Context: an optimization exercise on an open-source flow, tuned for small area, a short achievable clock period and few clock cycles. The choices shown serve that exercise and are no tape-out recipe.
Function was checked by simulation only, so behaviour that the tests miss may differ from the original.

Setup of north:
## bq_core
module bq_core (
    input  wire         clk,
    input  wire         rst,
    input  wire         cmd_valid,
    output wire         cmd_ready,
    input  wire [1:0]   cmd_op,
    input  wire [31:0]  cmd_x,
    input  wire [159:0] cmd_coef,
    output reg          rsp_valid,
    output reg  [7:0]   rsp_status,
    output reg  [31:0]  rsp_y
);
For scale: ~7500 cells after synthesis, ~410 flip-flops, ~240 I/O pins, ~49000 µm² of cells after synthesis.
export LEC_CHECK = 0
export ABC_AREA = 1
export CAP_MARGIN = 20
export CORE_MARGIN = 2
export CORE_UTILIZATION = 45
export CTS_BUF_LIST = sky130_fd_sc_hd__clkbuf_8
export SLEW_MARGIN = 20
export TNS_END_PERCENT = 5
create_clock -name core_clock -period 24.0 [get_ports {clk}]
standard.sh (not shown) runs the stock make flow with config.mk's settings and CLKGATE_MAP_FILE= SYNTH_SCRIPT=/design/flow/synth_recipe.tcl, a recipe that flattens the netlist after the stock synthesis.
==> flow/flow/run.sh <==
#!/bin/bash
# The standard layout (standard synthesis, floorplan, placement, CTS,
# routing) with two changes in how it is made:
# - repair_timing is asked to keep a setup margin: the clock and the
#   constraints are the design's, the margin only makes the optimiser
#   work towards a shorter period than the constraint needs;
# - every input and output port still gets its buffer, but a buf_1 rather
#   than the delay buffer buffer_ports picks by default.
set -euo pipefail
bash standard.sh SETUP_SLACK_MARGIN=${MARGIN:-16} \
    "BUFFER_PORTS_ARGS=-buffer_cell sky130_fd_sc_hd__buf_1" finish > make_finish.log 2>&1
The final layout from north, which completed every stage, passed the timing, design-rule and antenna checks at the end of the flow.
Testbench counts of north, summed over its fixed seeds: cycles 31,724.
What south does differently from north at the input level:
- PLACE_DENSITY: unset -> 0.64
- CTS_BUF_LIST: sky130_fd_sc_hd__clkbuf_8 -> unset
--- a/flow/flow/run.sh
+++ b/flow/flow/run.sh
@@ -9,3 +9,3 @@
 set -euo pipefail
-bash standard.sh SETUP_SLACK_MARGIN=${MARGIN:-16} \
+bash standard.sh SETUP_SLACK_MARGIN=${MARGIN:-15} \
     "BUFFER_PORTS_ARGS=-buffer_cell sky130_fd_sc_hd__buf_1" finish > make_finish.log 2>&1
--- outcome ---
- south did not stop at any stage, and its layout met the timing, design-rule and antenna checks.
- Slew at the pin closest to its max-slew limit: south vs north up 0.022 ns
- Non-clock buffer count for south: 15% down relative to north
- Per the comparison of south with north, number of vias after detailed routing -1881; clock skew -0.019 ns; largest stage delay on the critical path +0.40 ns; number of iterations in the first detailed-routing pass +1.
- When south is set beside north, its fraction of standard cell area that is sequential turns out to be 0.56 points larger.
diff inputs: south => east
- swapping 0.64 for 0.7 in PLACE_DENSITY
| cell area after layout | east vs south | ≈ equal |
south -> east: clock buffer count in the final layout decreased by a few percent
Setup slack: east vs south down 0.046 ns

========
== alpha ==
Starting RTL as in the previous note.
export LEC_CHECK = 0
export ABC_AREA = 1
export CAP_MARGIN = 20
export CORE_MARGIN = 2
export CORE_UTILIZATION = 45
export SLEW_MARGIN = 20
export TNS_END_PERCENT = 5
create_clock -name core_clock -period 24.0 [get_ports {clk}]
==> flow/flow/run.sh <==
#!/bin/bash
# The standard layout (standard synthesis, floorplan, placement, CTS,
# routing), with repair_timing asked to keep a setup margin: the clock and
# the constraints are the design's, the margin only makes the optimiser
# work towards a shorter period than the constraint needs.
set -euo pipefail
bash standard.sh SETUP_SLACK_MARGIN=${MARGIN:-15} finish > make_finish.log 2>&1
Testbench counts of alpha, summed over its fixed seeds: cycles 31,724.
Modified inputs, beta compared to alpha
- setting CTS_BUF_LIST to sky130_fd_sc_hd__clkbuf_8 for the first time
==> flow/flow/run.sh <==
#!/bin/bash
# The standard layout (standard synthesis, floorplan, placement, CTS,
# routing) with two changes in how it is made:
# - repair_timing is asked to keep a setup margin: the clock and the
#   constraints are the design's, the margin only makes the optimiser
#   work towards a shorter period than the constraint needs;
# - every input and output port still gets its buffer, but a buf_1 rather
#   than the delay buffer buffer_ports picks by default.
set -euo pipefail
bash standard.sh SETUP_SLACK_MARGIN=${MARGIN:-15} \
    "BUFFER_PORTS_ARGS=-buffer_cell sky130_fd_sc_hd__buf_1" finish > make_finish.log 2>&1
### Flow results
There was hardly any difference in highest clock rate between beta and alpha.
In the metrics for beta and alpha, the one carrying the higher met3 track demand over resource is beta.
Relative to alpha, time the final worst path needs with I/O delays and setup has decreased by 11 ps in beta.
The worst setup margin number comes out lower for alpha vs beta.
When beta is measured against alpha, its final cell count turns out about 1% higher.
beta vs alpha, worst hold margin went down by 3.8 ps.
Between alpha and beta, the count of state elements after synthesis figures differ only marginally.
Setup changes, beta to gamma
- clearing CTS_BUF_LIST, which used to be sky130_fd_sc_hd__clkbuf_8
- clearing TNS_END_PERCENT, which used to be 5
==> flow/flow/run.sh <==
#!/bin/bash
# The standard layout (standard synthesis, floorplan, placement, CTS,
# routing), with repair_timing asked to keep a setup margin: the clock and
# the constraints are the design's, the margin only makes the optimiser
# work towards a shorter period than the constraint needs.
set -euo pipefail
bash standard.sh SETUP_SLACK_MARGIN=${MARGIN:-14} finish > make_finish.log 2>&1
### Flow results
- The shortest clock period the worst path allows after layout of gamma exceeds that of beta by 650 ps.
- Summary of gamma over beta: post-CTS setup buffer count shrank by 46, first-iteration DRC count shrank by 4.4%, H-tree depth shrank by 1, worst slack after detailed placement grew by 190 ps.

========
## job 101
Starting RTL as in the previous note.
## bq_core
module bq_core (
    input  wire         clk,
    input  wire         rst,
    input  wire         cmd_valid,
    output wire         cmd_ready,
    input  wire [1:0]   cmd_op,
    input  wire [31:0]  cmd_x,
    input  wire [159:0] cmd_coef,
    output reg          rsp_valid,
    output reg  [7:0]   rsp_status,
    output reg  [31:0]  rsp_y
);
    localparam OP_PROCESS = 2'd0;
    localparam OP_RESET   = 2'd1;
    localparam OP_SETCOEF = 2'd2;
    reg  [4:0] ph;
    reg [31:0] r0, r1, r2, r3, r4;
    reg [31:0] x;
    reg [31:0] m0, m1;
    reg [31:0] s1, s2;
    reg        ld;       
    reg        rdy;
    reg        f_proc;   
    reg        f_rst;    
    reg        f_any;    
    reg  [1:0] f_st;     
    reg        pend;     
    reg        dflt;     
    reg        qrst;     
    assign cmd_ready = rdy;
    wire coef_ok = (cmd_coef[30:23]   != 8'hFF) && (cmd_coef[62:55]   != 8'hFF) &&
                   (cmd_coef[94:87]   != 8'hFF) && (cmd_coef[126:119] != 8'hFF) &&
                   (cmd_coef[158:151] != 8'hFF);
    wire is_set  = (cmd_op == OP_SETCOEF) && coef_ok;
    wire ld_now  = ph[0] ? (cmd_valid && is_set) : ld;
    wire [31:0] fld = ({32{ph[0]}} & cmd_coef[31:0])   |
                      ({32{ph[1]}} & cmd_coef[63:32])  |
                      ({32{ph[2]}} & cmd_coef[127:96]) |
                      ({32{ph[3]}} & cmd_coef[95:64])  |
                      ({32{ph[4]}} & cmd_coef[159:128]);
    wire [31:0] rec = dflt ? {2'b00, {7{ph[0]}}, 23'd0} : r0;
  ...
export LEC_CHECK = 0
export ABC_AREA = 1
export CAP_MARGIN = 20
export CORE_MARGIN = 2
export CORE_UTILIZATION = 45
export SLEW_MARGIN = 20
export TNS_END_PERCENT = 5
create_clock -name core_clock -period 24.0 [get_ports {clk}]
==> flow/flow/run.sh <==
#!/bin/bash
# The standard layout (standard synthesis, floorplan, placement, CTS,
# routing) with two changes in how it is made:
# - repair_timing is asked to keep a setup margin: the clock and the
#   constraints are the design's, the margin only makes the optimiser
#   work towards a shorter period than the constraint needs;
# - every input and output port still gets its buffer, but a buf_1 rather
#   than the delay buffer buffer_ports picks by default.
set -euo pipefail
bash standard.sh SETUP_SLACK_MARGIN=${MARGIN:-15} \
    "BUFFER_PORTS_ARGS=-buffer_cell sky130_fd_sc_hd__buf_1" finish > make_finish.log 2>&1
Job 101 went all the way through the flow, and no timing, DRC or antenna check failed.
Testbench counts of job 101, summed over its fixed seeds: cycles 31,724.
> inputs changed (job 101 -> job 102)
Settings: an added PLACE_DENSITY of 0.8.
### Flow results
Both conditions hold for job 102: the flow ran to the end and the final layout passed the timing, design-rule and antenna checks. Job 102 vs job 101: met3 capacity usage during global routing down in job 102. Job 102 contains more vias than job 101. Job 102 vs. job 101: share of the clock period used by the worst path after layout went up by 0.26 points. Critical path capture point = m0[28]: job 102; critical path capture point = s2[29]: job 101.

## separate check: timing with driven ports
How much do the figures lean on ideal ports? The routed layouts below were timed once more, with nothing changed but the port constraints. Step 1 assumes that a clkbuf_16 drives the clock port and a buf_2 every other input. Step 2 times the ports against the registers' clock, not the clock port: input delays grow and output delays shrink by t, the midpoint of the rising clock arrivals with the driver on. Slacks: no drivers / after step 1 / after step 2; pairs: no drivers / after step 1.
run	shift t [ns]	setup WS [ns]	worst setup path at the end
north	0.786	15.136 / 15.136 / 15.136	register to register
south	0.666	15.081 / 15.081 / 15.081	register to register
east	0.665	15.036 / 15.036 / 15.036	register to register
alpha	0.679	15.060 / 15.060 / 15.060	register to register
beta	0.744	15.071 / 15.071 / 15.071	register to register
gamma	0.675	14.423 / 14.423 / 14.423	register to register
job 101	0.674	15.150 / 15.150 / 15.150	register to register
job 102	0.664	15.087 / 15.087 / 15.087	register to register
After both steps setup and hold are still met in every run listed.
